This design comes from an exercise in tuning for small area, a short achievable clock period and few clock cycles per item on the open sky130 flow, not from production work. No activity file was given, so power comes from the tool's default toggle rates.

Setup of run E:
==> module hmvf_rx, before the edit <==
module hmvf_rx (
    input  wire        clk,
    input  wire        rst,
    input  wire        cmd_valid,
    output wire        cmd_ready,
    input  wire [3:0]  cmd_op,
    input  wire        in_valid,
    output wire        in_ready,
    input  wire [7:0]  in_data,
    output wire        done,
    output wire [63:0] value,
    output wire        ovf,
    output wire [3:0]  cblen,
    output wire [79:0] cb
);
    localparam OP_VI   = 4'd0;
    localparam OP_VL   = 4'd1;
    localparam OP_BOOL = 4'd3;
    localparam OP_I16  = 4'd4;
    localparam OP_I32  = 4'd6;
    reg        cur_v, pend_v;
    reg        rdy;         
    reg [3:0]  cur_op, pend_op;
    reg        c_vi, c_var;   
    reg [9:0]  pos;         
    reg        lastb;       
    reg        done_r;
    reg        ovf_r;
    reg [3:0]  cblen_r;
    reg [63:0] v;
    reg [37:0] ch;          
    reg [9:0]  cont;        
    integer kk;
    wire acc   = cmd_valid && !pend_v;
    wire take  = cur_v && in_valid;
    wire c_vl   = (cur_op == OP_VL);
    wire c_bool = (cur_op == OP_BOOL);
    wire c_sext = (cur_op == OP_I16) || (cur_op == OP_I32);
    wire c_b16  = (cur_op[3:1] == 3'd2);
    wire c_b32  = (cur_op[3:1] == 3'd3);
    wire c_b64  = cur_op[3];
    wire fin    = take && (lastb || (c_var && !in_data[7]));
    wire pend_n = cur_v && !fin && (pend_v || acc);
    wire [3:0] nx_op  = pend_v ? pend_op : cmd_op;
    wire       nx_one = (nx_op[3:1] == 3'd1);       
    wire lastb_sh = (c_vi && pos[3]) || (c_vl && pos[8]) || (c_b16 && pos[0]) ||
                    (c_b32 && pos[2]) || (c_b64 && pos[6]);
    assign cmd_ready = rdy;
    assign in_ready  = cur_v;
    wire [7:0] be_in = c_bool ? {7'd0, in_data[0]} : in_data;
    wire       fill  = c_sext && in_data[7];
    always @(posedge clk) begin
        if (rst) begin
            cur_v  <= 1'b0;
            pend_v <= 1'b0;
            rdy    <= 1'b1;
            pos    <= 10'd1;
            done_r <= 1'b0;
        end else begin
            done_r <= fin;
            if (!cur_v || fin)
                cur_v <= pend_v || acc;
            pend_v <= pend_n;
            rdy    <= !pend_n;
            if (take)
                pos <= fin ? 10'd1 : {pos[8:0], 1'b0};
        end
        if (!cur_v || fin) begin
            cur_op <= nx_op;
            c_vi   <= (nx_op == OP_VI);
            c_var  <= (nx_op[3:1] == 3'd0);
            lastb  <= nx_one;
        end else if (take)
            lastb  <= lastb_sh;
        if (acc)
            pend_op <= cmd_op;
        cblen_r <= {pos[7] | pos[8] | pos[9],
                    pos[3] | pos[4] | pos[5] | pos[6],
                    pos[1] | pos[2] | pos[5] | pos[6] | pos[9],
                    pos[0] | pos[2] | pos[4] | pos[6] | pos[8]};
        ovf_r   <= c_var && in_data[7];
        for (kk = 0; kk < 10; kk = kk + 1)
            cont[kk] <= (pos >> (kk + 1)) != 10'd0 || (pos[kk] && in_data[7]);
    end
    genvar i;
    generate
        for (i = 0; i < 64; i = i + 1) begin : g_v
            localparam integer G = (i < 63) ? i / 7 : 9;     
            wire first_d = c_var ? ((i < 7) ? in_data[i] : 1'b0)
                                 : ((i < 8) ? be_in[i] : fill);
            wire var_d   = (c_vi && i >= 32) ? in_data[3] : in_data[i % 7];
            wire be_d    = (i < 8) ? in_data[i] : v[(i < 8) ? 0 : i - 8];
            wire wr      = pos[0] || !c_var || pos[G] || (c_vi && i >= 32 && pos[4]);
            always @(posedge clk)
                if (take && wr)
                    v[i] <= pos[0] ? first_d : (c_var ? var_d : be_d);
        end
    endgenerate
    always @(posedge clk) begin
        if (take && (pos[0] || pos[4]))
            ch[2:0] <= pos[0] ? 3'd0 : in_data[6:4];
    end
    genvar k;
    generate
        for (k = 5; k < 10; k = k + 1) begin : g_ch
            always @(posedge clk)
                if (take && (pos[0] || pos[k]))
                    ch[7*k-32 +: 7] <= pos[0] ? 7'd0 : in_data[6:0];
        end
    endgenerate
    assign done  = done_r;
    assign ovf   = ovf_r;
    assign cblen = cblen_r;
    assign value = v;
    genvar g;
    generate
        for (g = 0; g < 4; g = g + 1) begin : g_cb
            assign cb[8*g +: 8] = {cont[g], v[7*g +: 7]};
        end
        for (g = 5; g < 10; g = g + 1) begin : g_cbh
            assign cb[8*g +: 8] = {cont[g], ch[7*g-32 +: 7]};
        end
    endgenerate
    assign cb[39:32] = {cont[4], ch[2:0], v[31:28]};
endmodule
Settings: LEC_CHECK=0, CAP_MARGIN=20, CORE_MARGIN=2, CORE_UTILIZATION=55, SETUP_SLACK_MARGIN=2.0, SLEW_MARGIN=20, TNS_END_PERCENT=5; clock period 4.0 ns.
standard.sh (not shown) runs the stock make flow with config.mk's settings and CLKGATE_MAP_FILE= SYNTH_SCRIPT=/design/flow/synth_recipe.tcl, a recipe that flattens the netlist after the stock synthesis.
==> flow/flow/run.sh <==
#!/bin/bash
# Standard ORFS layout, with the I/O port buffers made from the smallest
# buffer cell (timing repair upsizes the ones on critical paths).
set -euo pipefail
export BUFFER_PORTS_ARGS="-buffer_cell sky130_fd_sc_hd__buf_1"
bash standard.sh > standard.log 2>&1
What run C does differently from run E at the input level:
-- flow/design.v --
<<< run E, line 121
    reg        rdy;         
    reg [3:0]  cur_op, pend_op;
    reg        c_vi, c_var;   
    reg [9:0]  pos;         
    reg        lastb;       
>>> run C, line 121
    reg        rdy;         
    reg [3:0]  cur_op, pend_op;
    reg [9:0]  pos;         
    reg        lastb;       
<<< run E, line 130
    reg [37:0] ch;          
    reg [9:0]  cont;        
    integer kk;
    wire acc   = cmd_valid && !pend_v;
    wire take  = cur_v && in_valid;
    wire c_vl   = (cur_op == OP_VL);
    wire c_bool = (cur_op == OP_BOOL);
    wire c_sext = (cur_op == OP_I16) || (cur_op == OP_I32);
>>> run C, line 129
    reg [37:0] ch;          
    reg [9:0]  cont;        
    wire acc   = cmd_valid && !pend_v;
    wire take  = cur_v && in_valid;
    wire c_vi   = (cur_op == OP_VI);
    wire c_vl   = (cur_op == OP_VL);
    wire c_var  = (cur_op[3:1] == 3'd0);
    wire c_bool = (cur_op == OP_BOOL);
    wire c_sext = (cur_op == OP_I16) || (cur_op == OP_I32);
<<< run E, line 167
        if (!cur_v || fin) begin
            cur_op <= nx_op;
            c_vi   <= (nx_op == OP_VI);
            c_var  <= (nx_op[3:1] == 3'd0);
            lastb  <= nx_one;
        end else if (take)
>>> run C, line 167
        if (!cur_v || fin) begin
            cur_op <= nx_op;
            lastb  <= nx_one;
        end else if (take)
<<< run E, line 174
        if (acc)
            pend_op <= cmd_op;
        cblen_r <= {pos[7] | pos[8] | pos[9],
                    pos[3] | pos[4] | pos[5] | pos[6],
                    pos[1] | pos[2] | pos[5] | pos[6] | pos[9],
                    pos[0] | pos[2] | pos[4] | pos[6] | pos[8]};
        ovf_r   <= c_var && in_data[7];
        for (kk = 0; kk < 10; kk = kk + 1)
            cont[kk] <= (pos >> (kk + 1)) != 10'd0 || (pos[kk] && in_data[7]);
    end
    genvar i;
>>> run C, line 172
        if (acc)
            pend_op <= cmd_op;
        if (fin) begin
            cblen_r <= {pos[7] | pos[8] | pos[9],
                        pos[3] | pos[4] | pos[5] | pos[6],
                        pos[1] | pos[2] | pos[5] | pos[6] | pos[9],
                        pos[0] | pos[2] | pos[4] | pos[6] | pos[8]};
            ovf_r   <= c_var && in_data[7];
        end
    end
    genvar i;
<<< run E, line 206
                if (take && (pos[0] || pos[k]))
                    ch[7*k-32 +: 7] <= pos[0] ? 7'd0 : in_data[6:0];
        end
    endgenerate
>>> run C, line 204
                if (take && (pos[0] || pos[k]))
                    ch[7*k-32 +: 7] <= pos[0] ? 7'd0 : in_data[6:0];
        end
        for (k = 0; k < 10; k = k + 1) begin : g_cont
            always @(posedge clk)
                if (take && (pos[0] || pos[k]))
                    cont[k] <= (pos[0] && k != 0) ? 1'b0 : in_data[7];
        end
    endgenerate
Result for run C and run E: all clean. Multi-input gate area in the final layout for run C is lower than for run E. Delta (run C minus run E): cell count after synthesis -14; cell area after synthesis -39 µm²; via count +70; final worst setup slack -0.0034 ns; total leakage power -0.075 nW. | global routing met2 resource utilization | lower: run C |. Setup skew after layout: run C < run E. Looking at largest fanout of any net on the critical path, run C sits 20 below run E. Compare run C and run E | post-synthesis share of cell area spent on and, or, nand and nor gates lower: run E.
No run of this note included a check of the RTL's function; only the layout flow was run.

==> static timing again, ports no longer ideal <==
How much do the figures lean on ideal ports? The routed layouts below were timed once more, with nothing changed but the port constraints. Step 1 (the two cells are an assumption about what drives the block):
set clk [get_ports {clk}]
set_driving_cell -lib_cell sky130_fd_sc_hd__clkbuf_16 $clk
set_driving_cell -lib_cell sky130_fd_sc_hd__buf_2 [delete_from_list [all_inputs] $clk]
Step 2 adds t to the input delays and takes it off the output delays; t is the mean of the earliest and latest rising clock arrival at the registers after step 1. Input paths then give back, and output paths get back, about the clock's delay inside the block. Slacks: ideal / step 1 / step 2; pairs: ideal / step 1.
| run | shift t [ns] | slack for setup (ns) | worst setup path after step 2 | slew at the worst register clock pin (ns) |
|---|---|---|---|---|
| run E | 0.552 | 1.936 / 1.936 / 1.556 | input to register | 0.06 / 0.06 |
| run C | 0.561 | 1.933 / 1.933 / 1.653 | input to register | 0.07 / 0.07 |
After both steps every run listed still meets setup and hold. The setup slack of run E, which loses most, moves by 0.000 ns with the drivers and by -0.380 ns with both steps.
